Context: an optimization exercise on an open-source flow, tuned for small area, a short achievable clock period and few clock cycles per item. The choices shown serve that exercise and are no tape-out recipe.
The RTL was checked by simulation tests, not by an equivalence proof against the original design.
Power is estimated from default activity; no workload was simulated.

==> design.v <==
module split_enc #(
    parameter CW  = 34,    
    parameter POS = 6,     
    parameter W   = 1,     
    parameter F   = 256    
) (
    input  wire [CW-1:0]      c,
    output wire [POS+W-1:0]   v
);
    wire [CW-1:0] major0 = c / F;
    wire [CW-1:0] minor0 = c % F;
    wire          carry  = (minor0 > ((1 << POS) - 1));
    wire [CW:0]   major1 = {1'b0, major0} + carry;
    /*verilator lint_off UNUSEDSIGNAL*/
    wire [CW-1:0] minor1 = carry ? {CW{1'b0}} : minor0;
    /*verilator lint_on UNUSEDSIGNAL*/
    wire          sat    = (major1 > ((1 << W) - 1));
    assign v = sat ? {(POS+W){1'b1}} : {major1[W-1:0], minor1[POS-1:0]};
endmodule
module nand_timing_unit (
    input  wire        clk,
    input  wire        rst,
    input  wire        wr_en,
    input  wire [4:0]  wr_addr,
    input  wire [31:0] wr_data,
    input  wire        start,
    input  wire [1:0]  op,
    input  wire        bus16,
    input  wire [31:0] mck_hz,
    output wire        ready,
    output reg         done,
    output wire [7:0]  answer,
    output reg         unsupported,
    output wire [31:0] result,
    output wire [31:0] setup_reg,
    output wire [31:0] pulse_reg,
    output wire [31:0] cycle_reg,
    output wire [31:0] timings_reg,
    output wire [31:0] mode_reg
);
    localparam OP_NTC = 2'd0;
    localparam OP_PER = 2'd1;
    localparam OP_CYC = 2'd2;
    localparam [3:0] A_OK           = 4'b0000;   
    localparam [3:0] A_BAD_COMMAND  = 4'b1010;   
    localparam [3:0] A_ZERO_CLOCK   = 4'b1011;   
    localparam [3:0] A_PERIOD_RANGE = 4'b1100;   
    localparam [3:0] A_ZERO_PERIOD  = 4'b1101;   
    localparam [2:0] H_IDLE   = 3'd0;
    localparam [2:0] H_NCHK   = 3'd1;
    localparam [2:0] H_NWAIT  = 3'd2;
    localparam [2:0] H_DIFF   = 3'd3;
    localparam [2:0] H_PER    = 3'd4;
    localparam [2:0] H_CYCCHK = 3'd5;
    localparam [2:0] H_CYC    = 3'd6;
    localparam [2:0] W_IDLE = 3'd0;
    localparam [2:0] W_LD   = 3'd1;    
    localparam [2:0] W_LD3  = 3'd2;    
    localparam [2:0] W_RUN  = 3'd3;
    localparam [2:0] W_F1   = 3'd4;    
    localparam [2:0] W_F2   = 3'd5;    
    localparam [2:0] W_F3   = 3'd6;    
    localparam [2:0] W_PER1 = 3'd7;    
    localparam [2:0] K_CNT = 3'd0;     
    localparam [2:0] K_CYC = 3'd1;
    localparam [2:0] K_PER = 3'd2;
    localparam [2:0] K_Y   = 3'd3;     
    localparam [2:0] K_XWS = 3'd4;     
    localparam [2:0] K_XTD = 3'd5;     
    reg  [2:0] hst;
    reg        idle;       
    reg  [3:0] areg;
    reg        bus16_r;
    assign ready  = idle;
    assign answer = {3'b000, areg[3], 1'b0, areg[2:0]};
    reg        w_p;        
    reg        w_f;        
    reg        w_job;      
    reg [4:0]  in_addr;
    reg [4:0]  in_addr_k;  
    reg [21:1] in_oh;      
    reg [1:0]  wg;         
    reg [31:0] in_data;
    wire wr_ok = wr_en && idle && !rst;
    integer a;
    always @(posedge clk) begin
        w_p       <= wr_ok && (wr_addr == 5'd0);
        w_f       <= wr_ok && (wr_addr != 5'd0) && (wr_addr <= 5'd22);
        w_job     <= wr_ok && (wr_addr != 5'd0) && (wr_addr <= 5'd21);
        in_addr   <= wr_addr;
        in_addr_k <= wr_ok ? wr_addr : 5'd0;
        for (a = 1; a <= 21; a = a + 1)
            in_oh[a] <= wr_ok && (wr_addr == a);
        wg        <= wr_ok ? grp(wr_addr) : 2'd0;
        in_data   <= wr_data;
    end
    reg [31:0] p;
    reg [17:0] p3;         
    reg        trc_lt;     
    wire p_zero  = (p == 32'd0);
    wire p_small = (p[31:16] == 16'd0);
    always @(posedge clk) begin
        if (w_p) begin
            p  <= in_data;
            p3 <= {2'b00, in_data[15:0]} + {1'b0, in_data[15:0], 1'b0};
        end
        if (w_job && in_addr == 5'd16)
            trc_lt <= (in_data < 32'd30000);
    end
    reg [31:0] s [0:21];
    reg [4:0]  php3;       
    reg [22:1] oh0;        
    reg [4:0]  idx0;       
    reg [4:0]  idx16;      
    wire signed [5:0] tgt_v  = $signed({1'b0, wr_addr}) - $signed({1'b0, php3});
    wire [4:0]        tgt_in = (tgt_v < 0) ? (tgt_v[4:0] + 5'd22) :
                               (tgt_v >= 22) ? (tgt_v[4:0] - 5'd22) : tgt_v[4:0];
    reg  [4:0]        tgt;
    always @(posedge clk) tgt <= tgt_in;
    wire [22:1] oh16 = {oh0[6:1], oh0[22:7]};
    integer k;
    always @(posedge clk) begin
        for (k = 0; k < 22; k = k + 1)
            s[k] <= (w_f && tgt == k) ? ((k % 2) ? ~in_data : in_data) : ~s[(k + 1) % 22];
        if (rst) begin
            php3  <= 5'd3;
            oh0   <= 22'd1;
            idx0  <= 5'd1;
            idx16 <= 5'd17;
        end else begin
            php3  <= (php3 == 5'd21) ? 5'd0 : php3 + 5'd1;
            oh0   <= {oh0[21:1], oh0[22]};
            idx0  <= (idx0 == 5'd22) ? 5'd1 : idx0 + 5'd1;
            idx16 <= (idx16 == 5'd22) ? 5'd1 : idx16 + 5'd1;
        end
    end
    function [1:0] grp;
        input [4:0] j;
        begin
            if (j >= 5'd2 && j <= 5'd5)       grp = 2'd1;
            else if (j >= 5'd6 && j <= 5'd10) grp = 2'd2;
            else if (j == 5'd12 || j == 5'd13) grp = 2'd3;
            else                              grp = 2'd0;
        end
    endfunction
    reg  [21:1] val;      
    reg  [21:1] pend;     
    reg  [21:1] slow;     
    wire       grst = (wg != 2'd0) && (|(in_oh & ~(pend | slow)));
    reg  [21:1] gmask;     
    integer g;
    always @(*)
        for (g = 1; g <= 21; g = g + 1)
            gmask[g] = (grp(g) == wg) && (wg != 2'd0);
    function kill;
        input [4:0] j;
        input [1:0] jg;
        begin
            kill = w_p || (w_job && j == in_addr_k) || (grst && jg == wg);
        end
    endfunction
    function [17:0] st4;     
        input [15:0] r;
        input [1:0]  b;
        reg   [17:0] x4;
        reg   [18:0] d1, d2, d3;
        begin
            x4 = {r, b};
            d1 = {1'b0, x4} - {3'b000, p[15:0]};
            d2 = {1'b0, x4} - {2'b00, p[15:0], 1'b0};
            d3 = {1'b0, x4} - {1'b0, p3};
            if (!d3[18])      st4 = {2'd3, d3[15:0]};
            else if (!d2[18]) st4 = {2'd2, d2[15:0]};
            else if (!d1[18]) st4 = {2'd1, d1[15:0]};
            else              st4 = {2'd0, x4[15:0]};
        end
    endfunction
    wire        scrub    = !w_job && !w_p && (|(pend & oh0[21:1]));
    wire        issue    = w_job || scrub;
    wire [31:0] src_x    = w_job ? in_data : s[0];
    wire [4:0]  src_j    = w_job ? in_addr : idx0;
    wire        src_fast = p_small && (src_x[31:23] == 9'd0) && (src_x[22:7] < p[15:0]);
    reg        v1, v2, v3, v5;
    reg [4:0]  j1, j2, j3, j5;
    reg [1:0]  g1, g2, g3, g5;
    reg [15:0] r1, r2, r3;
    reg [4:0]  b1;
    reg [2:0]  b2;
    reg        b3;
    reg [1:0]  q1;
    reg [3:0]  q2;
    reg [5:0]  q3;
    reg [5:0]  q5;         
    reg [1:0]  a5;
    wire [17:0] o1 = st4(src_x[22:7], src_x[6:5]);
    wire [17:0] o2 = st4(r1, b1[4:3]);
    wire [17:0] o3 = st4(r2, b2[2:1]);
    wire [16:0] x2   = {r3, b3};
    wire [17:0] d2f  = {1'b0, x2} - {2'b00, p[15:0]};
    wire        q0   = !d2f[17];
    wire        nz4  = q0 ? (x2 != {1'b0, p[15:0]}) : (x2 != 17'd0);
    wire [1:0]  c_add  = {1'b0, q0} + {1'b0, nz4};
    wire [3:0]  em_c0, em_c1, em_c2;
    split_enc #(.CW(8), .POS(3), .W(1), .F(64)) u_emf0 (.c({1'b0, q3, 1'b0}), .v(em_c0));
    split_enc #(.CW(8), .POS(3), .W(1), .F(64)) u_emf1 (.c({1'b0, q3, 1'b1}), .v(em_c1));
    split_enc #(.CW(8), .POS(3), .W(1), .F(64)) u_emf2 (.c({1'b0, q3, 1'b0} + 8'd2), .v(em_c2));
    wire [3:0]  cf_em  = c_add[1] ? em_c2 : c_add[0] ? em_c1 : em_c0;
    wire        v4   = v3;
    wire [4:0]  j4   = j3;
    wire [1:0]  g4   = g3;
    wire        em4  = (j3 >= 5'd17);
    always @(posedge clk) begin
        v1 <= !rst && issue && src_fast;
        v2 <= !rst && v1 && !kill(j1, g1);
        v3 <= !rst && v2 && !kill(j2, g2);
        v5 <= !rst && v3 && !em4 && !kill(j3, g3);
        g1 <= grp(src_j); g2 <= g1; g3 <= g2; g5 <= g3;
        j1 <= src_j;  r1 <= o1[15:0]; b1 <= src_x[4:0]; q1 <= o1[17:16];
        j2 <= j1;     r2 <= o2[15:0]; b2 <= b1[2:0];    q2 <= {q1, o2[17:16]};
        j3 <= j2;     r3 <= o3[15:0]; b3 <= b2[0];      q3 <= {q2, o3[17:16]};
        j5 <= j3;     q5 <= q3; a5 <= c_add;
    end
    wire       mg_em   = v4 && em4 && !kill(j4, g4);
    wire       mg_fast = v5 && !kill(j5, g5);
    reg [2:0]  wst;
    reg [2:0]  wkind;
    reg [4:0]  wj;
    reg [31:0] wR;
    reg [31:0] wD;
    reg [33:0] wD3;
    reg [31:0] DQ;         
    reg [3:0]  wcnt;
    reg        wpa;        
    reg        d_is_p;     
    reg [1:0]  wb;         
    reg [1:0]  qx_r, qy_r;
    reg signed [10:0] acc;
    reg        wnz_r;      
    reg [9:0]  cw_r;       
    reg [7:0]  wsc_r;      
    reg [3:0]  tdc_r;      
    reg        ynz;
    reg [2:0]  dph;
    reg [7:0]  ws_ovr;
    reg [3:0]  tdf_ovr;
    reg        use_ws, use_tdf;
    assign result = DQ;
    wire        d_a      = (wD > 32'd15258789);
    wire        d_fa     = (wD > 32'd30517578);
    wire [3:0]  ncnt     = (wst == W_PER1) ? {3'd0, d_fa} : (wst == W_RUN) ? (wcnt + 4'd1) : 4'd0;
    wire [31:0] per_bits = ((wst == W_PER1) ? d_a : wpa) ? 32'h1000_0000 : 32'hD4A5_1000;
    reg  [1:0]  tap_bits;
    always @(*) begin
        case (ncnt)
            4'd0:  tap_bits = s[16][31:30];
            4'd1:  tap_bits = ~s[15][29:28];
            4'd2:  tap_bits = s[14][27:26];
            4'd3:  tap_bits = ~s[13][25:24];
            4'd4:  tap_bits = s[12][23:22];
            4'd5:  tap_bits = ~s[11][21:20];
            4'd6:  tap_bits = s[10][19:18];
            4'd7:  tap_bits = ~s[9][17:16];
            4'd8:  tap_bits = s[8][15:14];
            4'd9:  tap_bits = ~s[7][13:12];
            4'd10: tap_bits = s[6][11:10];
            4'd11: tap_bits = ~s[5][9:8];
            4'd12: tap_bits = s[4][7:6];
            4'd13: tap_bits = ~s[3][5:4];
            4'd14: tap_bits = s[2][3:2];
            default: tap_bits = ~s[1][1:0];
        endcase
    end
    wire [33:0] d3_sum = {2'b00, wD} + {1'b0, wD, 1'b0};
    wire [33:0] wx4 = {wR, wb};
    wire [34:0] wd1 = {1'b0, wx4} - {3'b000, wD};
    wire [34:0] wd2 = {1'b0, wx4} - {2'b00, wD, 1'b0};
    wire [34:0] wd3 = {1'b0, wx4} - {1'b0, wD3};
    reg  [1:0]  wq;
    reg  [31:0] wRn;
    always @(*) begin
        if (!wd3[34] && wst != W_PER1) begin wq = 2'd3; wRn = wd3[31:0]; end
        else if (!wd2[34]) begin wq = 2'd2; wRn = wd2[31:0]; end
        else if (!wd1[34]) begin wq = 2'd1; wRn = wd1[31:0]; end
        else               begin wq = 2'd0; wRn = wx4[31:0]; end
    end
    wire        w_last = (wkind == K_PER && wpa) ? (wcnt == 4'd7) : (wcnt == 4'd15);
    wire        w_nz   = (wR != 32'd0);
    wire [32:0] dq_inc = {1'b0, DQ} + {32'd0, wnz_r};
    wire [9:0]  c_wide = (dq_inc[32:10] != 23'd0) ? 10'd1023 : dq_inc[9:0];
    wire wkill   = (wkind == K_CNT) && (wst == W_RUN || wst == W_F1 || wst == W_F2 || wst == W_F3) &&
                   kill(wj, grp(wj));
    wire wr_wide = !v5 && (wst == W_F3) && (wkind == K_CNT);
    wire mg_wide = wr_wide && !wkill;
    wire signed [3:0] dd = (wkind == K_XTD) ? ($signed({2'b00, qy_r}) - $signed({2'b00, qx_r}))
                                            : ($signed({2'b00, qx_r}) - $signed({2'b00, qy_r}));
    wire signed [12:0] acc4 = $signed({acc, 2'b00}) + dd;
    wire signed [10:0] acc_n = (acc4 > 13'sd256)  ? 11'sd256 :
                               (acc4 < -13'sd256) ? -11'sd256 : acc4[10:0];
    wire signed [11:0] dfin = (wkind == K_XTD) ? (acc + $signed({11'd0, ynz}) - $signed({11'd0, wnz_r}))
                                               : (acc + $signed({11'd0, wnz_r}) - $signed({11'd0, ynz}));
    wire [7:0]  ws_cand  = (dfin < 12'sd1) ? 8'd0 : (dfin > 12'sd255) ? 8'd255 : dfin[7:0];
    wire [3:0]  tdf_cand = (dfin < 12'sd1) ? 4'd1 : (dfin > 12'sd15) ? 4'd15 : dfin[3:0];
    reg [4:0] dtgt;
    reg [2:0] dkind;
    always @(*) begin
        case (dph)
            3'd0: begin dtgt = 5'd1;  dkind = K_Y;   end
            3'd1: begin dtgt = 5'd2;  dkind = K_XWS; end
            3'd2: begin dtgt = 5'd3;  dkind = K_XWS; end
            3'd3: begin dtgt = 5'd4;  dkind = K_XWS; end
            3'd4: begin dtgt = 5'd5;  dkind = K_XWS; end
            3'd5: begin dtgt = 5'd14; dkind = K_Y;   end
            3'd6: begin dtgt = 5'd12; dkind = K_XTD; end
            default: begin dtgt = 5'd13; dkind = K_XTD; end
        endcase
    end
    reg [9:0] c_wp, c_ws0, c_wh, c_wc, c_rh, c_rhz, c_rp, c_rc;
    reg [3:0] e_clr, e_adl, e_ar, e_rr, e_wb;    
    wire       mg = mg_fast || mg_wide;
    wire       wr_cnt = v5 || wr_wide;
    wire [4:0] mj = v5 ? j5 : wj;
    wire [7:0] c5 = {1'b0, q5, 1'b0} + {6'd0, a5};
    wire [9:0] mc = v5 ? {2'b00, c5} : cw_r;
    wire [3:0] mc_em;
    split_enc #(.CW(10), .POS(3), .W(1), .F(64)) u_em  (.c(mc), .v(mc_em));
    always @(posedge clk) begin
        if (v4 && em4) begin
            case (j4)
                5'd17: e_clr <= cf_em;
                5'd18: e_adl <= cf_em;
                5'd19: e_ar  <= cf_em;
                5'd20: e_rr  <= cf_em;
                default: e_wb <= cf_em;
            endcase
        end
        if (wr_cnt) begin
            case (mj)
                5'd1:  c_wp  <= mc;
                5'd2, 5'd3, 5'd4, 5'd5:
                       c_ws0 <= (|val[5:2] && c_ws0 > mc) ? c_ws0 : mc;
                5'd6, 5'd7, 5'd8, 5'd9, 5'd10:
                       c_wh  <= (|val[10:6] && c_wh > mc) ? c_wh : mc;
                5'd11: c_wc  <= mc;
                5'd12, 5'd13:
                       c_rh  <= (|val[13:12] && c_rh > mc) ? c_rh : mc;
                5'd14: c_rhz <= mc;
                5'd15: c_rp  <= mc;
                5'd16: c_rc  <= mc;
                5'd17: e_clr <= mc_em;
                5'd18: e_adl <= mc_em;
                5'd19: e_ar  <= mc_em;
                5'd20: e_rr  <= mc_em;
                default: e_wb <= mc_em;
            endcase
        end
    end
    wire bg_ok    = (hst == H_IDLE || hst == H_NCHK || hst == H_NWAIT);
    wire pick_cnt = (wst == W_IDLE) && d_is_p && !w_f && !w_p && !(idle && start) && bg_ok &&
                    (|(slow & oh16[21:1]));
    wire host_pre = idle && start && !rst && (op == OP_CYC || op == OP_PER);
    wire re_slow  = host_pre && (wkind == K_CNT) && !wkill &&
                    (wst == W_RUN || wst == W_F1 || wst == W_F2 || (wst == W_F3 && !wr_wide));
    reg [21:1] val_n, pend_n, slow_n;
    integer m;
    always @(*) begin
        val_n  = val;
        pend_n = pend;
        slow_n = slow;
        if (mg)       val_n[mj] = 1'b1;
        if (mg_em)    val_n[j4] = 1'b1;
        if (re_slow)  slow_n[wj] = 1'b1;
        if (pick_cnt) slow_n = slow_n & ~oh16[21:1];
        if (scrub) begin
            pend_n = pend_n & ~oh0[21:1];
            if (!src_fast) slow_n = slow_n | oh0[21:1];
        end
        if (grst) begin
            val_n  = val_n & ~gmask;
            pend_n = pend_n | gmask;
            slow_n = slow_n & ~gmask;
        end
        val_n  = val_n & ~in_oh;
        pend_n = pend_n & ~in_oh;
        slow_n = (slow_n & ~in_oh) | (src_fast ? 21'd0 : in_oh);
    end
    always @(posedge clk) begin
        if (rst || w_p) begin
            val  <= 21'd0;
            pend <= {21{1'b1}};
            slow <= 21'd0;
        end else begin
            val  <= val_n;
            pend <= pend_n;
            slow <= slow_n;
        end
    end
    reg [9:0]  a_ws;
    reg [10:0] a_sw, a_sr;
    reg [3:0]  a_tdf;
    reg        a_amb_ws, a_amb_tdf;
    reg        a_ok;               
    wire        ws_gt = (c_ws0 > c_wp);
    wire signed [11:0] td = $signed({2'b00, c_rhz}) - $signed({2'b00, c_rh});
    always @(posedge clk) begin
        a_ws      <= ws_gt ? (c_ws0 - c_wp) : 10'd0;
        a_sw      <= {1'b0, ws_gt ? c_ws0 : c_wp} + {1'b0, c_wh};
        a_sr      <= {1'b0, c_rp} + {1'b0, c_rh};
        a_tdf     <= (td < 12'sd1) ? 4'd1 : (td > 12'sd15) ? 4'd15 : td[3:0];
        a_amb_ws  <= (c_ws0 == 10'd1023) && (c_wp >= 10'd864);
        a_amb_tdf <= (c_rhz == 10'd1023) && (c_rh >= 10'd1009);
        a_ok      <= !rst && (&val[16:1]);
    end
    wire [10:0] wc  = ({1'b0, c_wc} > a_sw) ? {1'b0, c_wc} : a_sw;
    wire [10:0] rc  = ({1'b0, c_rc} > a_sr) ? {1'b0, c_rc} : a_sr;
    wire [9:0]  ws  = use_ws  ? {2'b00, ws_ovr} : a_ws;
    wire [3:0]  tdf = use_tdf ? tdf_ovr : a_tdf;
    wire amb_ws  = a_amb_ws  && !use_ws;
    wire amb_tdf = a_amb_tdf && !use_tdf;
    wire [5:0] n_ws;
    wire [6:0] n_wp, n_wcp, n_rp, n_rcp;
    wire [8:0] n_wc, n_rc;
    split_enc #(.CW(10), .POS(5), .W(1), .F(128)) u_enc_ws  (.c(ws),   .v(n_ws));
    split_enc #(.CW(10), .POS(6), .W(1), .F(256)) u_enc_wp  (.c(c_wp), .v(n_wp));
    split_enc #(.CW(11), .POS(6), .W(1), .F(256)) u_enc_wcp (.c(wc),   .v(n_wcp));
    split_enc #(.CW(10), .POS(6), .W(1), .F(256)) u_enc_rp  (.c(c_rp), .v(n_rp));
    split_enc #(.CW(11), .POS(6), .W(1), .F(256)) u_enc_rcp (.c(rc),   .v(n_rcp));
    split_enc #(.CW(11), .POS(7), .W(2), .F(256)) u_enc_wc  (.c(wc),   .v(n_wc));
    split_enc #(.CW(11), .POS(7), .W(2), .F(256)) u_enc_rc  (.c(rc),   .v(n_rc));
    reg [5:0] o_ws;
    reg [6:0] o_wp, o_wcp, o_rp, o_rcp;
    reg [8:0] o_wc, o_rc;
    reg [3:0] o_tdf;
    always @(posedge clk) begin
        o_ws  <= n_ws;
        o_wp  <= n_wp;  o_wcp <= n_wcp; o_rp <= n_rp; o_rcp <= n_rcp;
        o_wc  <= n_wc;  o_rc  <= n_rc;
        o_tdf <= tdf;
    end
    assign setup_reg   = {26'd0, o_ws};
    assign pulse_reg   = {1'b0, o_rcp, 1'b0, o_rp, 1'b0, o_wcp, 1'b0, o_wp};
    assign cycle_reg   = {7'd0, o_rc, 7'd0, o_wc};
    assign timings_reg = {1'b1, 3'd0, e_wb, 4'd0, e_rr, 4'd0, e_ar, e_adl, e_clr};
    assign mode_reg    = {11'd0, 1'b1, o_tdf, 2'd0, 1'b0, bus16_r, 10'd0, 2'b11};
    wire [21:1] fast_hot = (v4 && em4) ? (21'd1 << (j4 - 5'd1)) : 21'd0;
    wire ntc_fin = (&(val | fast_hot)) && !mg && a_ok &&
                   !amb_ws && !amb_tdf;
    reg [2:0] hn;
    always @(posedge clk) begin
        if (rst) begin
            hst     <= H_IDLE;
            idle    <= 1'b1;
            done    <= 1'b0;
            wst     <= W_IDLE;
            wkind   <= K_CNT;
            d_is_p  <= 1'b0;
        end else begin
            done <= 1'b0;
            hn   = hst;
            wb <= wkind == K_PER ? per_bits[31 - 2*ncnt -: 2] : tap_bits;
            case (wst)
                W_IDLE: begin
                    if (!d_is_p && !w_p &&
                        (hst == H_CYC || hst == H_DIFF || ((|slow) && bg_ok))) begin
                        wkind <= K_CNT;
                        wst   <= W_LD;
                    end else if (pick_cnt) begin
                        wkind <= K_CNT; wj <= idx16; wR <= 32'd0; wcnt <= 4'd0; wst <= W_RUN;
                    end else if (d_is_p && hst == H_CYC && oh16[22]) begin
                        wkind <= K_CYC; wj <= 5'd22; wR <= 32'd0; wcnt <= 4'd0; wst <= W_RUN;
                    end else if (d_is_p && hst == H_DIFF && idx16 == dtgt) begin
                        wkind <= dkind; wj <= dtgt; wR <= 32'd0; wcnt <= 4'd0; wst <= W_RUN;
                        acc <= 11'sd0; qx_r <= 2'd0; qy_r <= 2'd0;
                    end
                end
                W_LD: begin
                    wD  <= p;
                    wst <= W_LD3;
                end
                W_LD3: begin
                    wD3    <= d3_sum;
                    d_is_p <= 1'b1;
                    wst    <= W_IDLE;
                end
                W_PER1: begin
                    wD3 <= d3_sum;
                    wst <= W_RUN;
                    wpa <= d_a;
                    if (d_fa) begin
                        wR   <= wRn;
                        DQ   <= {DQ[29:0], wq};
                        wcnt <= 4'd1;
                    end else if (!d_a) begin
                        wR   <= 32'h0000_00E8;
                    end
                end
                W_RUN: begin
                    wR   <= wRn;
                    wcnt <= wcnt + 4'd1;
                    qx_r <= wq;
                    qy_r <= DQ[31:30];
                    if (wkind == K_XWS || wkind == K_XTD) begin
                        DQ  <= {DQ[29:0], DQ[31:30]};
                        acc <= acc_n;
                    end else begin
                        DQ  <= {DQ[29:0], wq};
                    end
                    if (w_last) wst <= (wkind == K_PER) ? W_IDLE : W_F1;
                end
                W_F1: begin
                    acc   <= acc_n;
                    wnz_r <= w_nz;
                    wst   <= W_F2;
                end
                W_F2: begin
                    cw_r  <= c_wide;
                    wsc_r <= ws_cand;
                    tdc_r <= tdf_cand;
                    if (wkind == K_CYC) begin
                        DQ  <= dq_inc[31:0];
                        wst <= W_IDLE;
                    end else if (wkind == K_Y) begin
                        ynz <= wnz_r;
                        wst <= W_IDLE;
                        dph <= dph + 3'd1;
                    end else begin
                        wst <= W_F3;
                    end
                end
                W_F3: begin
                    case (wkind)
                        K_CNT: if (wr_wide) wst <= W_IDLE;
                        K_XWS: begin
                            if (wsc_r > ws_ovr) ws_ovr <= wsc_r;
                            wst <= W_IDLE;
                            if (dph == 3'd4) begin
                                use_ws <= 1'b1;
                                if (amb_tdf) dph <= 3'd5;
                            end else begin
                                dph <= dph + 3'd1;
                            end
                        end
                        K_XTD: begin
                            if (tdc_r < tdf_ovr) tdf_ovr <= tdc_r;
                            wst <= W_IDLE;
                            if (dph == 3'd7) use_tdf <= 1'b1;
                            else             dph <= dph + 3'd1;
                        end
                        default: wst <= W_IDLE;
                    endcase
                end
                default: wst <= W_IDLE;
            endcase
            if (wkill) wst <= W_IDLE;
            if (w_p) begin
                d_is_p <= 1'b0;
                if (wst == W_LD || wst == W_LD3) wst <= W_IDLE;
            end
            case (hst)
                H_IDLE: begin
                    if (start) begin
                        unsupported <= 1'b0;
                        areg        <= A_OK;
                        case (op)
                            OP_PER: begin
                                hn      = H_PER;
                                wkind  <= K_PER;
                                wD     <= mck_hz;
                                wR     <= 32'h00E8_D4A5;
                                wcnt   <= 4'd0;
                                wb     <= 2'b00;
                                DQ     <= 32'd0;
                                d_is_p <= 1'b0;
                                wst    <= W_PER1;
                            end
                            OP_CYC: begin
                                hn = H_CYCCHK;
                                if (wst == W_RUN || wst == W_F1 || wst == W_F2 || wst == W_F3) wst <= W_IDLE;
                            end
                            OP_NTC: begin
                                hn       = H_NCHK;
                                bus16_r <= bus16;
                                use_ws  <= 1'b0;
                                use_tdf <= 1'b0;
                            end
                            default: begin
                                areg <= A_BAD_COMMAND;
                                done <= 1'b1;
                            end
                        endcase
                    end
                end
                H_NCHK, H_NWAIT: begin
                    if (hst == H_NCHK && p_zero) begin
                        areg <= A_ZERO_PERIOD;
                        done <= 1'b1;
                        hn   = H_IDLE;
                    end else if (hst == H_NCHK && trc_lt) begin
                        unsupported <= 1'b1;
                        done        <= 1'b1;
                        hn          = H_IDLE;
                    end else if (ntc_fin) begin
                        done <= 1'b1;
                        hn   = H_IDLE;
                    end else if (a_ok && (&val) && (amb_ws || amb_tdf)) begin
                        hn       = H_DIFF;
                        dph     <= amb_ws ? 3'd0 : 3'd5;
                        ws_ovr  <= 8'd0;
                        tdf_ovr <= 4'd15;
                    end else begin
                        hn = H_NWAIT;
                    end
                end
                H_DIFF: begin
                    if (!amb_ws && !amb_tdf) hn = H_NWAIT;
                end
                H_PER: begin
                    if (wst == W_PER1 && wD == 32'd0) begin
                        areg <= A_ZERO_CLOCK;
                        done <= 1'b1;
                        hn   = H_IDLE;
                        wst  <= W_IDLE;
                    end else if (wst == W_PER1 && wD <= 32'd232) begin
                        areg <= A_PERIOD_RANGE;
                        done <= 1'b1;
                        hn   = H_IDLE;
                        wst  <= W_IDLE;
                    end else if (wst == W_RUN && w_last) begin
                        done <= 1'b1;
                        hn   = H_IDLE;
                    end
                end
                H_CYCCHK: begin
                    if (p_zero) begin
                        areg <= A_ZERO_PERIOD;
                        done <= 1'b1;
                        hn   = H_IDLE;
                    end else begin
                        hn = H_CYC;
                    end
                end
                H_CYC: begin
                    if (wst == W_F2 && wkind == K_CYC) begin
                        done <= 1'b1;
                        hn   = H_IDLE;
                    end
                end
                default: hn = H_IDLE;
            endcase
            hst  <= hn;
            idle <= (hn == H_IDLE);
        end
    end
endmodule
==> flow/run.sh <==
#!/bin/bash
cat >> config.mk <<'CFG'
export SETUP_SLACK_MARGIN = 7.5
CFG
bash standard.sh > standard.log 2>&1
==> standard.sh <==
#!/bin/bash
# synth_recipe.tcl (not shown) runs the flow's synth.tcl, then flattens the netlist and writes it again
# the make line also repeats each setting of config.mk as NAME=value (left out here)
make -C /OpenROAD-flow-scripts/flow DESIGN_CONFIG=/design/flow/config.mk WORK_HOME=/design/flow/orfs CLKGATE_MAP_FILE= SYNTH_SCRIPT=/design/flow/synth_recipe.tcl "${@:-finish}"
==> config.mk <==
export PLATFORM = sky130hd
export DESIGN_NAME = nand_timing_unit
export DESIGN_NICKNAME = nand_timing_unit
export VERILOG_FILES = /design/flow/design.v
export SDC_FILE = /design/flow/constraint.sdc
export NUM_CORES = 4
export LEC_CHECK = 0
export ABC_CLOCK_PERIOD_IN_PS = 4000
export CAP_MARGIN = 20
export CORE_MARGIN = 2
export CORE_UTILIZATION = 55
export PLACE_DENSITY = 0.7
export SLEW_MARGIN = 20
export SETUP_SLACK_MARGIN = 7.5
==> constraint.sdc <==
create_clock -name core_clock -period 12.0 [get_ports {clk}]
set_input_delay 2.4000 -clock core_clock [delete_from_list [all_inputs] [get_ports {clk}]]
set_output_delay 2.4000 -clock core_clock [all_outputs]
set_load 0.01 [all_outputs]
==> impl_results.md, run 1 <==
- Rows: 135
- Synth top area cells: dfxtp_1 (30%), edfxtp_1 (13%), ha_1 (10%)
- Yosys top cell by area: dfxtp_1
- Fraction of the mapped netlist area in adder cells: 10.7%
- CTS root buffer: clkbuf_16
- Required @ worst endpoint: 12.69 ns
- Crit start category: primary input
- Clock buffer depth: 3
- XOR/XNOR Fraction of Synth Area: 3.85%
- DRC viols: 0
- Simple-gate share of the synthesized area: 14.2%
- Peak VDD IR: 0.165 mV
- Status: complete, no violations
- H-Tree Depth: 4
- Top cells by count, synth: dfxtp_1 (1,113), a21oi_1 (925), nor2_1 (869)
- Fmax: 226 MHz
- Static Leak: 35.7 nW
- Antenna-violating nets left: 0
- Cell count after synthesis: 8,143
- Share of the synthesized area in the top cell type: 29.5%
- Routed WL per cell: 21.8 µm
- Initial Util: 55.6%
- Multi-input logic area: 40,500 µm²
- Grt ovf: 0
- Min Clock Period, post-route: 4.42 ns
- Post-synthesis mux area share: 6.29%
- Synth Area in Compound Gates: 17.4%
- RSZ-0062 raised after global routing: yes
- Overall power: 16.6 mW
- Vias in the first global route: 59,013
- PortBufs: 191
- FF/Latch Area: 32,300 µm²
- Placer Congestion: 0.958
- Synth Flop Type: dfxtp_1
- Max-slew headroom: 32.2%
- # fillers: 11,374
- Max Cap Viol: 0
- Io pins: 279
- Vias: 61,257
- Clock sink count: 1,447
- Least-Margin Pin Slew: 1.02 ns
- Vias per inst: 6.03
- Register area share after synthesis: 42.8%
- Area growth syn-to-layout: 12.2%
- First drt pass iteration count: 8
- Core area: 136,000 µm²
- GRT Overall Usage: 30.5%
- Chip Height: 374 µm
- Final nets: 8,957
- HP Class: flop to flop
- Initial antenna violation count: 6
- Num CTS Buffers: 148
- DP HPWL: 160 mm
- Largest family of logic cells by synthesized area: compound AO/OA/AOI/OAI gates
- Total die area: 140,000 µm²
- First-pass GRT wire length: 339 mm
- Period utilization: 36.9%
- DR iter-0 viols: 5,516
- Final setup viols: 0
- Syn Area/Cell: 9.27 µm²
- Routed WL: 221 mm
- Netlist Area Pre-Place: 75,500 µm²
- Ys async rst share: 0%
- Flops & latches, synth: 1,447
- Setup TNS: 0 ns
- # hold bufs at CTS: 0
- Number of synthesized flops with an enable pin: 334
- Hold Fails Final Rpt: 0
- Clock latency on the worst-skew pair: 0.80 ns
- Final Max Slew Viols: 0
- Crit-path max FO: 51
- Pwr dens: 196 nW/µm²
- Layout cell share with drive strength beyond 1: 7.37%
- R2r setup slk: 7.62 ns
- Warnings, synthesis: 2
- Layout Skew: 0.0579 ns
- CP Class: primary input to flop
- Reg clk slew, reported paths: 0.06 ns
- CP arrival: 5.11 ns
- Pin count of the biggest net entering global routing: 77
- Yosys cell types: 95
- CTS tree: done
- Crit. End Element: flop
- Count leader, synth: dfxtp_1
- Die Wd: 374 µm
[flip-flops by register name (all words and copies together), names as in the netlist, 11 cells and up]
signal,count
slow,21
val,21
a_sw,11
a_sr,11
r3,16
r1,16
r2,16
wR,32
in_data,32
wD,32
in_oh,21
acc,11
s,704
wD3,34
DQ,32
p,32
p3,17
pend,21
oh0,22
[cell usage in the layout (no fill, tap or decap), types with 23 or more instances in the layout]
master | synthesis | layout
and2_1 | 48 | 45
nand2b_1 | 102 | 101
xor2_1 | 125 | 121
mux2_2 | 66 | 66
o21bai_1 | 47 | 47
nor2b_1 | 122 | 120
dfxtp_1 | 1113 | 1105
o31ai_1 | 52 | 51
a21o_1 | 111 | 111
a22oi_1 | 46 | 46
conb_1 | 2 | 87
clkbuf_1 | 287 | 31
o21ai_0 | 400 | 396
mux2i_1 | 400 | 397
xnor2_1 | 207 | 207
and3_1 | 55 | 51
clkbuf_8 | 0 | 27
nor2_1 | 869 | 861
o22ai_1 | 27 | 26
nor3_1 | 145 | 140
edfxtp_1 | 334 | 334
buf_4 | 91 | 126
nand4_1 | 93 | 93
a31oi_1 | 69 | 66
nand2_1 | 461 | 449
fa_1 | 24 | 23
nor4_1 | 75 | 74
or2_2 | 25 | 25
ha_1 | 608 | 602
or3_1 | 30 | 29
inv_1 | 387 | 378
o21a_1 | 80 | 79
a211o_1 | 33 | 33
clkdlybuf4s50_1 | 0 | 185
o211ai_1 | 49 | 49
clkbuf_16 | 0 | 154
a21oi_1 | 925 | 910
nand3_1 | 140 | 135
a221oi_1 | 27 | 27
a211oi_1 | 72 | 68
[final timing paths]
path         start  cells after the start        to
max            rst                     11  slow[10]
min          b1[1]                      0     b2[1]
max reg2reg  wj[1]                     11      done
min reg2reg  b1[1]                      0     b2[1]
[metal layers]
metal	vias up	wire (µm)	track usage, %
met2	2180	104000	51.3
met3	426	13400	4.19
li1	29172	-	-
met5	-	9	0
met4	2	8110	11.7
met1	29477	95200	39.8
[cell type report]
| cell class | count | area share, % |
|---|---|---|
| flip-flops and latches | 1447 | 38.2 |
| clock buffers | 211 | 5.10 |
| multi-input cells | 5940 | 47.8 |
| well taps | 1781 | 2.63 |
| inverters | 387 | 1.74 |
| diodes | 2 | 0.00591 |
| clock inverters | 59 | 0.969 |
| repair buffers | 325 | 3.53 |
[power breakdown]
group / switching (mW) / internal (mW)
Clock: 2.02 / 2.74
Sequential: 0.652 / 6.23
Combinational: 2.81 / 2.13
[logic make-up after synthesis]
kind of cell | Yosys count
and+or+nand+nor | 2264
buffers and inverters | 841
DFF | 1447
xor gates and xnor gates | 332
AOI/OAI and AO/OA | 2159
other | 2
adders and majority gates | 632
muxes | 466
[critical path, cell delays in order]
cell,delay (ns)
buf_2,0.09
buf_4,0.32
clkinvlp_4,0.28
nand2_1,0.08
or4_4,0.56
a2111oi_4,0.45
nor3b_4,0.33
a21oi_1,0.10
a21oi_1,0.13
a31oi_1,0.05
o31ai_1,0.28
[stage by stage]
step           instances  hold WS [ns]  util [%]  area, µm²  worst slack [ns]
3_5_place_dp        9845         0.313      58.1      78900              6.65
2_1_floorplan       8228         0.310         -      75900              6.75
6_report           10152         0.333      62.4      84700              7.58
3_3_place_gp        9844         0.314      58.1      78900              6.61
4_1_cts            10118         0.334      61.9      84100              7.49
5_1_grt            10152         0.342      62.4      84700              7.31
[what timing repair did]
item | in CTS | in global routing
endpoints found under the setup margin | 85 | 125
gates resized for setup | 18 | 71
pin swaps | 1 | 10
cloned | 0 | 1
setup buffers | 3 | 30
Testbench counts, summed over its fixed seeds: cycles 6,692, items 192.
==> inputs of run 2 (changes only) <==
--- a/design.v
+++ b/design.v
@@ -77,4 +77,5 @@
     reg        w_f;        
     reg        w_job;      
+    reg        w_any;      
     reg [4:0]  in_addr;
     reg [4:0]  in_addr_k;  
@@ -88,4 +89,5 @@
         w_f       <= wr_ok && (wr_addr != 5'd0) && (wr_addr <= 5'd22);
         w_job     <= wr_ok && (wr_addr != 5'd0) && (wr_addr <= 5'd21);
+        w_any     <= wr_ok;
         in_addr   <= wr_addr;
         in_addr_k <= wr_ok ? wr_addr : 5'd0;
@@ -93,5 +95,5 @@
             in_oh[a] <= wr_ok && (wr_addr == a);
         wg        <= wr_ok ? grp(wr_addr) : 2'd0;
-        in_data   <= wr_data;
+        in_data   <= wr_ok ? wr_data : (w_f && tgt == 5'd0) ? in_data : ~s[1];
     end
     reg [31:0] p;
@@ -176,7 +178,7 @@
         end
     endfunction
-    wire        scrub    = !w_job && !w_p && (|(pend & oh0[21:1]));
+    wire        scrub    = !w_any && (|(pend & oh0[21:1]));
     wire        issue    = w_job || scrub;
-    wire [31:0] src_x    = w_job ? in_data : s[0];
+    wire [31:0] src_x    = in_data;
     wire [4:0]  src_j    = w_job ? in_addr : idx0;
     wire        src_fast = p_small && (src_x[31:23] == 9'd0) && (src_x[22:7] < p[15:0]);
@@ -237,5 +239,6 @@
     reg signed [10:0] acc;
     reg        wnz_r;      
-    reg [9:0]  cw_r;       
+    reg [10:0] cw_lo;      
+    reg        cw_hi;      
     reg [7:0]  wsc_r;      
     reg [3:0]  tdc_r;      
@@ -287,5 +290,5 @@
     wire        w_nz   = (wR != 32'd0);
     wire [32:0] dq_inc = {1'b0, DQ} + {32'd0, wnz_r};
-    wire [9:0]  c_wide = (dq_inc[32:10] != 23'd0) ? 10'd1023 : dq_inc[9:0];
+    wire [9:0]  cw_r   = (cw_hi || cw_lo[10]) ? 10'd1023 : cw_lo[9:0];
     wire wkill   = (wkind == K_CNT) && (wst == W_RUN || wst == W_F1 || wst == W_F2 || wst == W_F3) &&
                    kill(wj, grp(wj));
@@ -356,9 +359,12 @@
     end
     wire bg_ok    = (hst == H_IDLE || hst == H_NCHK || hst == H_NWAIT);
-    wire pick_cnt = (wst == W_IDLE) && d_is_p && !w_f && !w_p && !(idle && start) && bg_ok &&
+    wire pick_cnt = (wst == W_IDLE) && d_is_p && !w_f && !w_p && bg_ok &&
                     (|(slow & oh16[21:1]));
-    wire host_pre = idle && start && !rst && (op == OP_CYC || op == OP_PER);
-    wire re_slow  = host_pre && (wkind == K_CNT) && !wkill &&
-                    (wst == W_RUN || wst == W_F1 || wst == W_F2 || (wst == W_F3 && !wr_wide));
+    reg  lost_job;
+    always @(posedge clk)
+        lost_job <= !rst && idle && start && (op == OP_CYC || op == OP_PER) && !wkill &&
+                    (pick_cnt || ((wkind == K_CNT) &&
+                     (wst == W_RUN || wst == W_F1 || wst == W_F2 || (wst == W_F3 && !wr_wide))));
+    wire re_slow  = lost_job;
     reg [21:1] val_n, pend_n, slow_n;
     integer m;
@@ -395,14 +401,15 @@
         end
     end
-    reg [9:0]  a_ws;
-    reg [10:0] a_sw, a_sr;
+    reg [9:0]  a_ws, a_mx;
+    reg [10:0] a_sr, b_sw;
     reg [3:0]  a_tdf;
     reg        a_amb_ws, a_amb_tdf;
-    reg        a_ok;               
+    reg        a_ok, b_ok;         
     wire        ws_gt = (c_ws0 > c_wp);
     wire signed [11:0] td = $signed({2'b00, c_rhz}) - $signed({2'b00, c_rh});
     always @(posedge clk) begin
         a_ws      <= ws_gt ? (c_ws0 - c_wp) : 10'd0;
-        a_sw      <= {1'b0, ws_gt ? c_ws0 : c_wp} + {1'b0, c_wh};
+        a_mx      <= ws_gt ? c_ws0 : c_wp;
+        b_sw      <= {1'b0, a_mx} + {1'b0, c_wh};
         a_sr      <= {1'b0, c_rp} + {1'b0, c_rh};
         a_tdf     <= (td < 12'sd1) ? 4'd1 : (td > 12'sd15) ? 4'd15 : td[3:0];
@@ -410,6 +417,7 @@
         a_amb_tdf <= (c_rhz == 10'd1023) && (c_rh >= 10'd1009);
         a_ok      <= !rst && (&val[16:1]);
+        b_ok      <= !rst && a_ok && (&val[16:1]);
     end
-    wire [10:0] wc  = ({1'b0, c_wc} > a_sw) ? {1'b0, c_wc} : a_sw;
+    wire [10:0] wc  = ({1'b0, c_wc} > b_sw) ? {1'b0, c_wc} : b_sw;
     wire [10:0] rc  = ({1'b0, c_rc} > a_sr) ? {1'b0, c_rc} : a_sr;
     wire [9:0]  ws  = use_ws  ? {2'b00, ws_ovr} : a_ws;
@@ -443,5 +451,5 @@
     assign mode_reg    = {11'd0, 1'b1, o_tdf, 2'd0, 1'b0, bus16_r, 10'd0, 2'b11};
     wire [21:1] fast_hot = (v4 && em4) ? (21'd1 << (j4 - 5'd1)) : 21'd0;
-    wire ntc_fin = (&(val | fast_hot)) && !mg && a_ok &&
+    wire ntc_fin = (&(val | fast_hot)) && !mg && b_ok &&
                    !amb_ws && !amb_tdf;
     reg [2:0] hn;
@@ -513,5 +521,6 @@
                 end
                 W_F2: begin
-                    cw_r  <= c_wide;
+                    cw_lo <= {1'b0, DQ[9:0]} + {10'd0, wnz_r};
+                    cw_hi <= (DQ[31:10] != 22'd0);
                     wsc_r <= ws_cand;
                     tdc_r <= tdf_cand;
@@ -575,5 +584,5 @@
                             OP_CYC: begin
                                 hn = H_CYCCHK;
-                                if (wst == W_RUN || wst == W_F1 || wst == W_F2 || wst == W_F3) wst <= W_IDLE;
+                                if (wst != W_LD && wst != W_LD3) wst <= W_IDLE;
                             end
                             OP_NTC: begin
@@ -602,5 +611,5 @@
                         done <= 1'b1;
                         hn   = H_IDLE;
-                    end else if (a_ok && (&val) && (amb_ws || amb_tdf)) begin
+                    end else if (b_ok && (&val) && (amb_ws || amb_tdf)) begin
                         hn       = H_DIFF;
                         dph     <= amb_ws ? 3'd0 : 3'd5;
==> run 2 against run 1 <==
Worst hold slack got worse by 0.029 ns; non-clock buffer count rose by 2; synthesized cell count fell by 0.58%; core utilization barely moved; power rose by 4.2%; combinational power rose by about 10%; via count fell by 1.1%; flip-flop and latch count rose by 15; critical path depth rose by 3; critical path type is now flop to flop; critical endpoint is now wb[0]; highest routed layer unchanged.
==> impl_results.md, run 2 <==
- Io pins: 279 (unchanged)
- Synth top area cells: dfxtp_1 (30%), edfxtp_1 (13%), ha_1 (10%)
- Setup TNS: 0 ns (unchanged)
- Ys async rst share: 0% (unchanged)
- Design Area, Final: 84,500 µm² (-0.17%)
- Crit. End Element: flop
- First drt pass iteration count: 6 (-2)
- Max Cap Viol: 0 (unchanged)
- RSZ-0062 raised after global routing: yes
- Delay-heaviest family, CP: compound AO/OA/AOI/OAI gates
- Commonest cells after routing, fill and taps aside: dfxtp_1 (1,122), a21oi_1 (922), nor2_1 (913), ha_1 (603), nand2_1 (455)
- Initial antenna violation count: 8 (+2)
- PortBufs: 191 (unchanged)
- Placed cell count: 9,808 (-0.38%)
- Share of the synthesized area in the top cell type: 30.0% (+0.46 points)
- Antenna-violating nets left: 0 (unchanged)
- Peak VDD IR: 0.248 mV (+51%)
- DR iter-0 viols: 5,495 (-0.38%)
- HP Class: flop to flop
- Vias: 60,565 (-1.1%)
- Die Wd: 374 µm (-0.19%)
- H-Tree Depth: 4 (unchanged)
- Synth Flop Type: dfxtp_1
- Final Max Slew Viols: 0 (unchanged)
- Placed cell areas: 78,600 µm² (-0.38%)
- Vias in the first global route: 56,908 (-3.6%)
- Number of synthesized flops with an enable pin: 336 (+0.60%)
- Reg clk slew, reported paths: 0.06 ns (about the same)
- Pre-CTS setup slack: 6.67 ns (+0.0215 ns)
- Vias per inst: 5.98 (-0.88%)
- Layout Skew: 0.0577 ns (-0.000216 ns)
- Placer Congestion: 0.954 (-0.34%)
- Overall power: 17.3 mW (+4.2%)
- Warnings, synthesis: 2 (unchanged)
- Regs by FF count: s (704), wD3 (34)
- Clock buffer depth: 3 (unchanged)
- Status: complete, no violations
- Initial Util: 55.5% (-0.14 points)
- Routed WL per cell: 21.0 µm (-3.5%)
- Clock sink count: 1,462 (+1.0%)
- First-pass GRT wire length: 327 mm (-3.6%)
- Required @ worst endpoint: 12.48 ns (-0.21 ns)
- Min Clock Period, post-route: 4.46 ns (+0.0355 ns)
- DP HPWL: 153 mm (-4.2%)
- Syn Area/Cell: 9.29 µm² (+0.20%)
- Total die area: 140,000 µm² (-0.37%)
- Flops & latches, synth: 1,462 (+1.0%)
- Chip Height: 374 µm (-0.19%)
- Num CTS Buffers: 154 (+4.1%)
- Top cells by count, synth: dfxtp_1 (1,126), a21oi_1 (926), nor2_1 (918)
- CP Class: flop to flop
- Clock latency on the worst-skew pair: 0.83 ns (+0.03 ns)
- Hold Fails Final Rpt: 0 (unchanged)
- Crit start category: flop
- GRT Overall Usage: 29.4% (-1.1 points)
- Max FFs per register: 704 (unchanged)
- # fillers: 11,236 (-1.2%)
- Worst path cell trace: inv_1 -> ha_1 -> nand4_1 -> nor4_1 -> o21ai_0 -> o21ai_2 -> nand2b_1 -> o21ai_2 -> inv_2 -> ha_1 -> a2111oi_1 -> nor2b_1 -> a2111oi_1 -> a221oi_1
- Crit-path max FO: 8 (-84%)
- Final setup viols: 0 (unchanged)
- Yosys top cell by area: dfxtp_1
- Cell count after synthesis: 8,096 (-0.58%)
- Fmax: 224 MHz (-0.80%)
- Layout cell share with drive strength beyond 1: 7.26% (-0.11 points)
- Commonest non-fill, non-tap cell in the layout: dfxtp_1
- CP max stage delay: 0.55 ns (about the same)
- Routed WL: 213 mm (-3.8%)
- DRC viols: 0 (unchanged)
- Most flop-heavy register: s
- Count leader, synth: dfxtp_1
- Netlist Area Pre-Place: 75,200 µm² (-0.38%)
- CP Buf/Inv Count: 2 (-1)
- Final WS setup: 7.54 ns (-0.0355 ns)
- Period utilization: 37.2% (+0.30 points)
- CTS root buffer: clkbuf_16
- CTS tree: done
- Static Leak: 35.6 nW (-0.40%)
- Least-Margin Pin Slew: 1.05 ns (+0.0320 ns)
- Rows: 135 (unchanged)
- Register area share after synthesis: 43.4% (+0.59 points)
- Yosys cell types: 95 (unchanged)
- Max-slew headroom: 29.5% (-2.7 points)
- Pwr dens: 204 nW/µm² (+4.3%)
- Pin count of the biggest net entering global routing: 83 (+7.8%)
- Core area: 136,000 µm² (-0.12%)
- Non-Filler Instances: 10,126 (-0.26%)
- Area growth syn-to-layout: 12.4%
- CP arrival: 4.94 ns (-0.17 ns)
- Grt ovf: 0 (unchanged)
- Crit path max-delay cell type: a2111oi_1
- Final nets: 8,925 (-0.36%)
==> run 2: changes by cell type after synthesis, moves of 15 or more <==
| cell | delta |
|---|---|
| inv_1 | -19 |
| a211o_1 | -15 |
| nor2_1 | +49 |
| o31ai_1 | -24 |
| a21o_1 | +17 |
| mux2i_1 | -19 |
| o21ai_0 | -17 |
| xnor2_1 | -16 |
==> run 2: layer usage <==
metal	GRT usage (%)	wire [µm]
met5	0	20
met4	9.52	6430
met3	4.65	15600
met2	45.8	93400
met1	41.7	97100
==> run 2: kinds of logic after synthesis <==
group / count (synthesis) / share of synthesized area, %
AOI/OAI and AO/OA: 2135 / 17.3
xor gates and xnor gates: 318 / 3.70
adders and majority gates: 630 / 10.7
buffers and inverters: 814 / 4.53
DFF: 1462 / 43.4
muxes: 451 / 6.12
other: 2 / 0.00999
and+or+nand+nor: 2284 / 14.2
==> run 2: final timing paths <==
check,start,end,slack (ns),cells after the start
worst max-delay path,wD[18],wb[0],7.54,14
worst min-delay path,q2[3],q3[5],0.30,0
worst max register to register,wD[18],wb[0],7.54,14
worst min register to register,q2[3],q3[5],0.30,0
==> run 2: power breakdown <==
group          leakage [nW]  switching, mW  internal, mW  total (mW)
Clock                  2.61           2.07          2.85        4.92
Sequential             12.5          0.640          6.26        6.90
Combinational          20.5           3.20          2.26        5.45
Total                  35.6           5.91          11.4        17.3
==> run 2: what timing repair did <==
action	CTS	global route
setup buffers	13	22
cloned	0	0
hold buffers	0	0
setup endpoints to repair	68	140
resized for setup	24	63
pin swaps	4	19
==> run 2: metrics by stage <==
| step | utilization [%] | hold slack (ns) |
|---|---|---|
| 3_5_place_dp | 57.9 | 0.312 |
| 6_report | 62.3 | 0.304 |
| 5_1_grt | 62.3 | 0.323 |
| 4_1_cts | 62.0 | 0.313 |
| 3_3_place_gp | 57.9 | 0.311 |
| 2_1_floorplan | - | 0.310 |
==> run 2: cell type report <==
type	instances	area, µm²	share of cell area, %
Multi-Input combinational cell	5905	39900	47.3
Sequential cell	1462	32600	38.6
Antenna cell	3	7.51	0.00888
Timing Repair Buffer	327	2960	3.51
Inverter	369	1400	1.66
Clock inverter	59	752	0.890
Clock buffer	220	4590	5.44
Tap cell	1781	2230	2.64
==> run 2: worst register-to-register path, cell delays in order (launching register included) <==
cell	delay, ns
edfxtp_1	0.41
inv_1	0.25
ha_1	0.26
nand4_1	0.20
nor4_1	0.52
o21ai_0	0.30
o21ai_2	0.24
nand2b_1	0.23
o21ai_2	0.17
inv_2	0.20
ha_1	0.33
a2111oi_1	0.14
nor2b_1	0.16
a2111oi_1	0.55
a221oi_1	0.19
Testbench counts of run 2, summed over its fixed seeds: cycles 6,692, items 192.
==> inputs of run 3 (changes only) <==
==> flow/run.sh (replaced) <==
#!/bin/bash
cat >> config.mk <<'CFG'
export SETUP_SLACK_MARGIN = 8.0
CFG
bash standard.sh > standard.log 2>&1
--- a/config.mk
+++ b/config.mk
@@ -10,5 +10,6 @@
 export CORE_MARGIN = 2
 export CORE_UTILIZATION = 55
+export CTS_BUF_LIST = sky130_fd_sc_hd__clkbuf_8
 export PLACE_DENSITY = 0.7
 export SLEW_MARGIN = 20
-export SETUP_SLACK_MARGIN = 7.5
+export SETUP_SLACK_MARGIN = 8.0
==> run 3 against run 2 <==
Still clean; global-route usage is 1.3 points higher; cell count is 2.6% higher; critical path depth is 6 higher; register-to-register slack improved by 0.22 ns.
==> impl_results.md, run 3 <==
- Hold depth: 0 (unchanged)
- Netlist Area Pre-Place: 75,200 µm² (unchanged)
- Setup TNS: 0 ns (unchanged)
- DP HPWL: 156 mm (+1.8%)
- Initial Util: 55.5% (unchanged)
- WHS: 0.323 ns (+0.0190 ns)
- Max-slew headroom: 17.6% (-12 points)
- Least-Margin Pin Slew: 1.22 ns (+0.174 ns)
- Commonest non-fill, non-tap cell in the layout: dfxtp_1
- FF/Latch Area: 32,700 µm² (about the same)
- Number of synthesized flops with an enable pin: 336 (unchanged)
- HP Class: flop to flop
- Post-synthesis mux area share: 6.12% (unchanged)
- Synth top area cells: dfxtp_1 (30%), edfxtp_1 (13%), ha_1 (10%)
- CP arrival: 5.17 ns (+0.23 ns)
- Ys async rst share: 0% (unchanged)
- Vias per inst: 5.97 (-0.22%)
- Final WS setup: 7.76 ns (+0.225 ns)
- Crit start category: flop
- Clock sink count: 1,462 (unchanged)
- Clock latency on the worst-skew pair: 1.03 ns (+0.20 ns)
- Initial antenna violation count: 11 (+3)
- Routed WL: 223 mm (+5.0%)
- Status: complete, no violations
- DR iter-0 viols: 5,484 (-0.20%)
- Register area share after synthesis: 43.4% (unchanged)
- Share of the synthesized area in the top cell type: 30.0% (unchanged)
- Reg2Reg Capture Point: slow[6]
- Count leader, synth: dfxtp_1
- Peak VDD IR: 0.190 mV (-23%)
- Crit. End Element: flop
- Placed cell count: 9,808 (unchanged)
- Die Wd: 374 µm (unchanged)
- Final Max Slew Viols: 0 (unchanged)
- Hold EP: q3[5]
- Io pins: 279 (unchanged)
- Fmax: 236 MHz (+5.3%)
- Vias in the first global route: 58,556 (+2.9%)
- Crit path max-delay cell type: or4b_4
- H-Tree Depth: 4 (unchanged)
- Final core occ: 63.1% (+0.78 points)
- Final setup viols: 0 (unchanged)
- CTS tree: done
- Hold_sp: q2[3]
- CP max stage delay: 0.54 ns (about the same)
- Vias: 61,991 (+2.4%)
- GRT Overall Usage: 30.8% (+1.3 points)
- Yosys cell types: 95 (unchanged)
- Synth Flop Type: dfxtp_1
- Placer Congestion: 0.968 (+1.5%)
- Max Cap Viol: 0 (unchanged)
- Reg2Reg Depth: 20 (+6)
- CP Buf/Inv Count: 4 (+2)
- Cell count after synthesis: 8,096 (unchanged)
- Placed cell areas: 78,700 µm² (+0.17%)
- Overall power: 17.0 mW (-1.8%)
- Most flop-heavy register: s
- # fillers: 11,367 (+1.2%)
- CP Class: flop to flop
- Final nets: 9,120 (+2.2%)
- Routed WL per cell: 21.5 µm (+2.4%)
- Crit-path max FO: 6 (-2)
- R2r setup slk: 7.76 ns (+0.22 ns)
- Fraction of the mapped netlist area in adder cells: 10.7% (unchanged)
- Period utilization: 35.3% (-1.9 points)
- Multi-input logic area: 40,900 µm² (+2.4%)
- RSZ-0062 raised after global routing: yes
- Reg clk slew, reported paths: 0.07 ns (about the same)
- Pwr dens: 198 nW/µm² (-3.1%)
- Num CTS Buffers: 228 (+48%)
- Commonest cells after routing, fill and taps aside: dfxtp_1 (1,106), nor2_1 (906), a21oi_1 (880), ha_1 (587), nand2_1 (451)
- Required @ worst endpoint: 12.93 ns (+0.45 ns)
- Layout cell share with drive strength beyond 1: 12.9% (+5.7 points)
- Synth Area in Compound Gates: 17.3% (unchanged)
- Reg2reg start: wj[1]
- Regs by FF count: s (704), wD3 (34)
- Antenna-violating nets left: 0 (unchanged)
- Largest family of logic cells by synthesized area: compound AO/OA/AOI/OAI gates
- Simple-gate share of the synthesized area: 14.2% (unchanged)
- Core area: 136,000 µm² (unchanged)
- Non-Filler Instances: 10,387 (+2.6%)
- Rows: 135 (unchanged)
- Syn Area/Cell: 9.29 µm² (unchanged)
- Hold Fails Final Rpt: 0 (unchanged)
- Area growth syn-to-layout: 13.8%
- Pre-CTS setup slack: 6.69 ns (+0.0181 ns)
- Top cells by count, synth: dfxtp_1 (1,126), a21oi_1 (926), nor2_1 (918)
- XOR/XNOR Fraction of Synth Area: 3.70% (unchanged)
- CTS root buffer: clkbuf_8
- Max FFs per register: 704 (unchanged)
- First drt pass iteration count: 7 (+1)
- Min Clock Period, post-route: 4.24 ns (-0.225 ns)
- First-pass GRT wire length: 339 mm (+3.8%)
- PortBufs: 191 (unchanged)
- Total die area: 140,000 µm² (unchanged)
- Warnings, synthesis: 2 (unchanged)
- Chip Height: 374 µm (unchanged)
- Clock buffer depth: 3 (unchanged)
- Yosys top cell by area: dfxtp_1
- # hold bufs at CTS: 0 (unchanged)
- Pin count of the biggest net entering global routing: 72 (-13%)
- Layout Skew: 0.0930 ns (+0.0353 ns)
- Grt ovf: 0 (unchanged)
- Static Leak: 36.6 nW (+2.7%)
- Worst path cell trace: inv_4 -> ha_4 -> a21boi_4 -> xnor2_2 -> and3b_2 -> nand3_2 -> ha_4 -> or4b_4 -> nor4_4 -> a21oi_2 -> a2111oi_4 -> nand4_1 -> buf_6 -> buf_12 -> nor3b_4 -> buf_6 -> a21oi_2 -> a2111oi_2 -> a21oi_1 -> o21ai_1
- Design Area, Final: 85,600 µm² (+1.2%)
- DRC viols: 0 (unchanged)
- Delay-heaviest family, CP: simple AND/OR/NAND/NOR gates
- Flops & latches, synth: 1,462 (unchanged)
[run 3: cell counts after synthesis]
No cell type changed its count.
[run 3: worst max-delay path by stage]
stage / from / endpoint / slack (ns) / cells past startpoint
2_1_floorplan: rst / in_data[10] / 6.53 / 4
3_3_place_gp: wD[25] / wb[0] / 6.78 / 14
3_5_place_dp: wD[25] / wb[0] / 6.69 / 14
4_1_cts: wj[1] / slow[12] / 7.82 / 19
5_1_grt: wj[1] / slow[7] / 7.63 / 20
6_report: wj[1] / slow[6] / 7.76 / 20
[run 3: logic make-up after synthesis]
logic type               after synthesis
XOR/XNOR                             318
other                                  2
AO/OA/AOI/OAI                       2135
adder cells (fa/ha/maj)              630
flip-flops                          1462
buffers and inverters                814
AND/OR/NAND/NOR                     2284
multiplexers                         451
[run 3: where the power goes]
part	switching (mW)	internal, mW	total, mW
registers	0.626	6.27	6.89
clock network	2.08	2.25	4.33
logic	3.39	2.35	5.74
total	6.10	10.9	17.0
[run 3: worst reg2reg max path: cells and delay by family, from the launching register on]
family,cells,cell delay [ns]
simple gates,6,1.48
buf+inv,4,0.62
compound gates,7,1.05
flops,1,0.47
xor+xnor,1,0.14
fa+ha+maj,2,0.41
[run 3: layout make-up]
cell class | instances | share of cell area, %
multi-input cells | 5908 | 47.8
repair buffers | 445 | 4.13
clock inverters | 138 | 1.11
diodes | 4 | 0.0117
well taps | 1781 | 2.60
flip-flops and latches | 1462 | 38.2
inverters | 369 | 1.69
clock buffers | 280 | 4.50
[run 3: repair_timing]
action,4_1_cts,5_1_grt
endpoints found under the setup margin,329,283
resized for setup,600,204
endpoints found under the hold margin,0,0
pin swaps,31,77
cloned,2,1
buffers inserted,93,61
[run 3: metal layers]
metal	GRT usage, %	wire length, µm
met4	10.1	6690
met1	42.6	98900
met2	48.6	100000
met5	0	43
met3	5.44	17500
==> inputs of run 4 (changes only) <==
--- a/config.mk
+++ b/config.mk
@@ -10,5 +10,4 @@
 export CORE_MARGIN = 2
 export CORE_UTILIZATION = 55
-export CTS_BUF_LIST = sky130_fd_sc_hd__clkbuf_8
 export PLACE_DENSITY = 0.7
 export SLEW_MARGIN = 20
==> run 4 against run 3 <==
Clock-buffer cell count is 77 lower; combinational power about the same; first-iteration DRC count is 0.35% higher; critical endpoint is now slow[18]; critical path type unchanged; clock skew fell by 0.016 ns; still clean on timing, DRC and antenna; sequential power about the same; via count fell by 0.14%; wire length up 0.12%; die area did not move; global-route usage rose by 0.091 points.
==> impl_results.md, run 4 <==
- Crit. End Element: flop
- Hold Fails Final Rpt: 0 (unchanged)
- Final setup viols: 0 (unchanged)
- Ys async rst share: 0% (unchanged)
- CTS tree: done
- Clock latency on the worst-skew pair: 0.82 ns (-0.21 ns)
- Reg clk slew, reported paths: 0.06 ns (about the same)
- Final WS setup: 7.72 ns (-0.0448 ns)
- Period utilization: 35.7% (+0.37 points)
- Num CTS Buffers: 151 (-34%)
- Antenna-violating nets left: 0 (unchanged)
- Final Max Slew Viols: 0 (unchanged)
- Initial Util: 55.5% (unchanged)
- Design Area, Final: 86,400 µm² (+1.0%)
- Hold depth: 0 (unchanged)
- Routed WL: 223 mm (+0.12%)
- Warnings, synthesis: 2 (unchanged)
- Vias in the first global route: 58,357 (-0.34%)
- CP arrival: 5.00 ns (-0.17 ns)
- Clock buffer depth: 3 (unchanged)
- Fmax: 234 MHz (-1.0%)
- CP max stage delay: 0.54 ns (about the same)
- GRT Overall Usage: 30.8% (+0.091 points)
- Crit path max-delay cell type: or4b_4
- DP HPWL: 156 mm (unchanged)
- Setup TNS: 0 ns (unchanged)
- Chip Height: 374 µm (unchanged)
- Regs by FF count: s (704), wD3 (34)
- Register area share after synthesis: 43.4% (unchanged)
- Pin count of the biggest net entering global routing: 72 (unchanged)
- Final nets: 9,049 (-0.78%)
- Rows: 135 (unchanged)
- Max-slew headroom: 17.5% (-0.15 points)
- Synth top area cells: dfxtp_1 (30%), edfxtp_1 (13%), ha_1 (10%)
- CTS root buffer: clkbuf_16
- Share of the synthesized area in the top cell type: 30.0% (unchanged)
- Most flop-heavy register: s
- # hold bufs at CTS: 0 (unchanged)
- Placed cell count: 9,808 (unchanged)
- Clock sink count: 1,462 (unchanged)
- Final core occ: 63.7% (+0.64 points)
- Yosys top cell by area: dfxtp_1
- Yosys cell types: 95 (unchanged)
- H-Tree Depth: 4 (unchanged)
- Peak VDD IR: 0.240 mV (+26%)
- Max Cap Viol: 0 (unchanged)
- Crit-path max FO: 5 (-1)
- Critical Path Most Common Cell: buf_6
- Commonest cells after routing, fill and taps aside: dfxtp_1 (1,113), nor2_1 (906), a21oi_1 (887), ha_1 (586), nand2_1 (451)
- Commonest non-fill, non-tap cell in the layout: dfxtp_1
- RSZ-0062 raised after global routing: yes
- Layout cell share with drive strength beyond 1: 10.9% (-2.0 points)
- Count leader, synth: dfxtp_1
- CP Class: flop to flop
- First drt pass iteration count: 8 (+1)
- PortBufs: 191 (unchanged)
- Required @ worst endpoint: 12.72 ns (-0.21 ns)
- Die Wd: 374 µm (unchanged)
- Delay-heaviest family, CP: simple AND/OR/NAND/NOR gates
- Least-Margin Pin Slew: 1.23 ns (+0.00230 ns)
- DR iter-0 viols: 5,503 (+0.35%)
- Reg2Reg Capture Point: slow[18]
- Placer Congestion: 0.968 (unchanged)
- # fillers: 11,259 (-0.95%)
- Core area: 136,000 µm² (unchanged)
- First-pass GRT wire length: 340 mm (+0.26%)
- R2r setup slk: 7.72 ns (-0.04 ns)
- Non-Filler Instances: 10,256 (-1.3%)
- Crit start category: flop
- Pre-CTS setup slack: 6.69 ns (unchanged)
- Layout Skew: 0.0771 ns (-0.0159 ns)
- CP Buf/Inv Count: 6 (+2)
- Hold_sp: q2[3]
- Pwr dens: 204 nW/µm² (+3.0%)
- Io pins: 279 (unchanged)
- Netlist Area Pre-Place: 75,200 µm² (unchanged)
- Flops & latches, synth: 1,462 (unchanged)
- Hold EP: q3[5]
- HP Class: flop to flop
- Number of synthesized flops with an enable pin: 336 (unchanged)
- Initial antenna violation count: 11 (unchanged)
- Reg2Reg Depth: 22 (+10%)
- Synth Flop Type: dfxtp_1
- Reg2reg start: wj[1]
- Vias per inst: 6.04 (+1.1%)
- Min Clock Period, post-route: 4.28 ns (+0.0448 ns)
- Top cells by count, synth: dfxtp_1 (1,126), a21oi_1 (926), nor2_1 (918)
- Routed WL per cell: 21.8 µm (+1.4%)
- Total die area: 140,000 µm² (unchanged)
- Placed cell areas: 78,700 µm² (unchanged)
- Vias: 61,905 (-0.14%)
- Max FFs per register: 704 (unchanged)
- Worst path cell trace: inv_4 -> ha_4 -> a21boi_4 -> xnor2_2 -> and3b_2 -> nand3_2 -> ha_4 -> or4b_4 -> nor4_4 -> a21oi_2 -> a2111oi_4 -> nand4_1 -> buf_6 -> buf_4 -> buf_6 -> nor3b_4 -> buf_6 -> buf_4 -> a21oi_2 -> a211oi_2 -> nor2_1 -> nor2_1
- DRC viols: 0 (unchanged)
- Grt ovf: 0 (unchanged)
- Status: complete, no violations
- Cell count after synthesis: 8,096 (unchanged)
- Syn Area/Cell: 9.29 µm² (unchanged)
- Static Leak: 36.5 nW (-0.11%)
- Area growth syn-to-layout: 14.9%
run 4: worst register-to-register path, cell delays in order (launching register included):
cell	delay (ns)
edfxtp_1	0.48
inv_4	0.15
ha_4	0.14
a21boi_4	0.20
xnor2_2	0.14
and3b_2	0.28
nand3_2	0.11
ha_4	0.25
or4b_4	0.54
nor4_4	0.15
a21oi_2	0.07
a2111oi_4	0.31
nand4_1	0.17
buf_6	0.18
buf_4	0.13
buf_6	0.11
nor3b_4	0.17
buf_6	0.16
buf_4	0.12
a21oi_2	0.06
a211oi_2	0.14
nor2_1	0.07
nor2_1	0.07
run 4: worst max path at each step:
stage	cells past startpoint	endpoint	startpoint
floorplan	4	in_data[10]	rst
global placement	14	wb[0]	wD[25]
detailed placement	14	wb[0]	wD[25]
CTS	19	slow[12]	wj[1]
global route	22	slow[8]	wj[1]
finish	22	slow[18]	wj[1]
run 4: logic make-up (layout without fill, tap and decap cells):
kind of cell,after synthesis,count (layout),synth area share [%]
simple gates,2284,2288,14.2
mux,451,451,6.12
other cells,2,89,0.00999
flops,1462,1462,43.4
compound gates,2135,2135,17.3
buf+inv,814,1102,4.53
fa+ha+maj,630,630,10.7
xor+xnor,318,318,3.70
run 4: final cells by class:
type / count / area (µm²) / share of cell area, %
tap: 1781 / 2230 / 2.58
timing repair buffer: 450 / 3810 / 4.41
sequential: 1462 / 32700 / 37.8
multi-input combinational: 5909 / 40900 / 47.3
clock inverter: 80 / 1120 / 1.29
inverter: 369 / 1450 / 1.67
clock buffer: 203 / 4300 / 4.97
antenna: 2 / 5.00 / 0.00579
run 4: repair_timing:
| action | 4_1_cts | 5_1_grt |
|---|---|---|
| resized for setup | 277 | 188 |
| endpoints found under the hold margin | 0 | 0 |
| setup endpoints to repair | 435 | 227 |
| gates cloned | 3 | 1 |
| pin swaps | 26 | 59 |
| setup buffers | 93 | 66 |
run 4: metrics by stage:
stage                     power [mW]  hold slack, ns
after CTS                       17.4           0.329
after detailed placement        12.4           0.314
after global routing            18.6           0.338
after global placement          12.2           0.312
after floorplan                 10.8           0.310
final                           17.6           0.331
run 4: metal layers:
layer	GRT usage, %	routed length [µm]	part of all wire, %
met3	5.55	17900	8.0
met5	0	29	0.013
met4	9.54	6750	3.0
met1	42.7	98100	44
met2	49.0	101000	45
run 4: where the power goes:
group | leakage (nW) | switching [mW] | total [mW] | internal, mW
registers | 12.5 | 0.631 | 6.90 | 6.26
logic | 21.4 | 3.40 | 5.74 | 2.34
clock network | 2.61 | 2.13 | 5.01 | 2.88
total | 36.5 | 6.16 | 17.6 | 11.5

-- port drivers added, routing unchanged --
How much do the figures lean on ideal ports? The routed layouts below were timed once more, with nothing changed but the port constraints.
Step 1 sets driving cells, clkbuf_16 on the clock port and buf_2 on the other inputs (assumed; they add their load-dependent delay and slew).
Step 2 moves the port delays by t, midway between the first and last clock arrival at a register: inputs arrive t later, outputs are due t later. That takes back most of the time a late clock gives input paths.
a / b / c = no drivers / after step 1 / after step 2; a / b = the first two.
run | t (ns) | setup WS [ns] | worst data-port slew with drivers (ns)
run 1 | 0.853 | 7.575 / 7.529 / 6.780 | 0.13
run 2 | 0.881 | 7.540 / 7.486 / 6.844 | 0.20
run 3 | 1.059 | 7.764 / 7.764 / 7.055 | 0.07
run 4 | 0.861 | 7.720 / 7.720 / 7.215 | 0.07
After both steps every run listed still meets setup and hold. For run 1, which loses most, drivers alone change the setup slack by -0.046 ns; drivers and shift together by -0.795 ns.
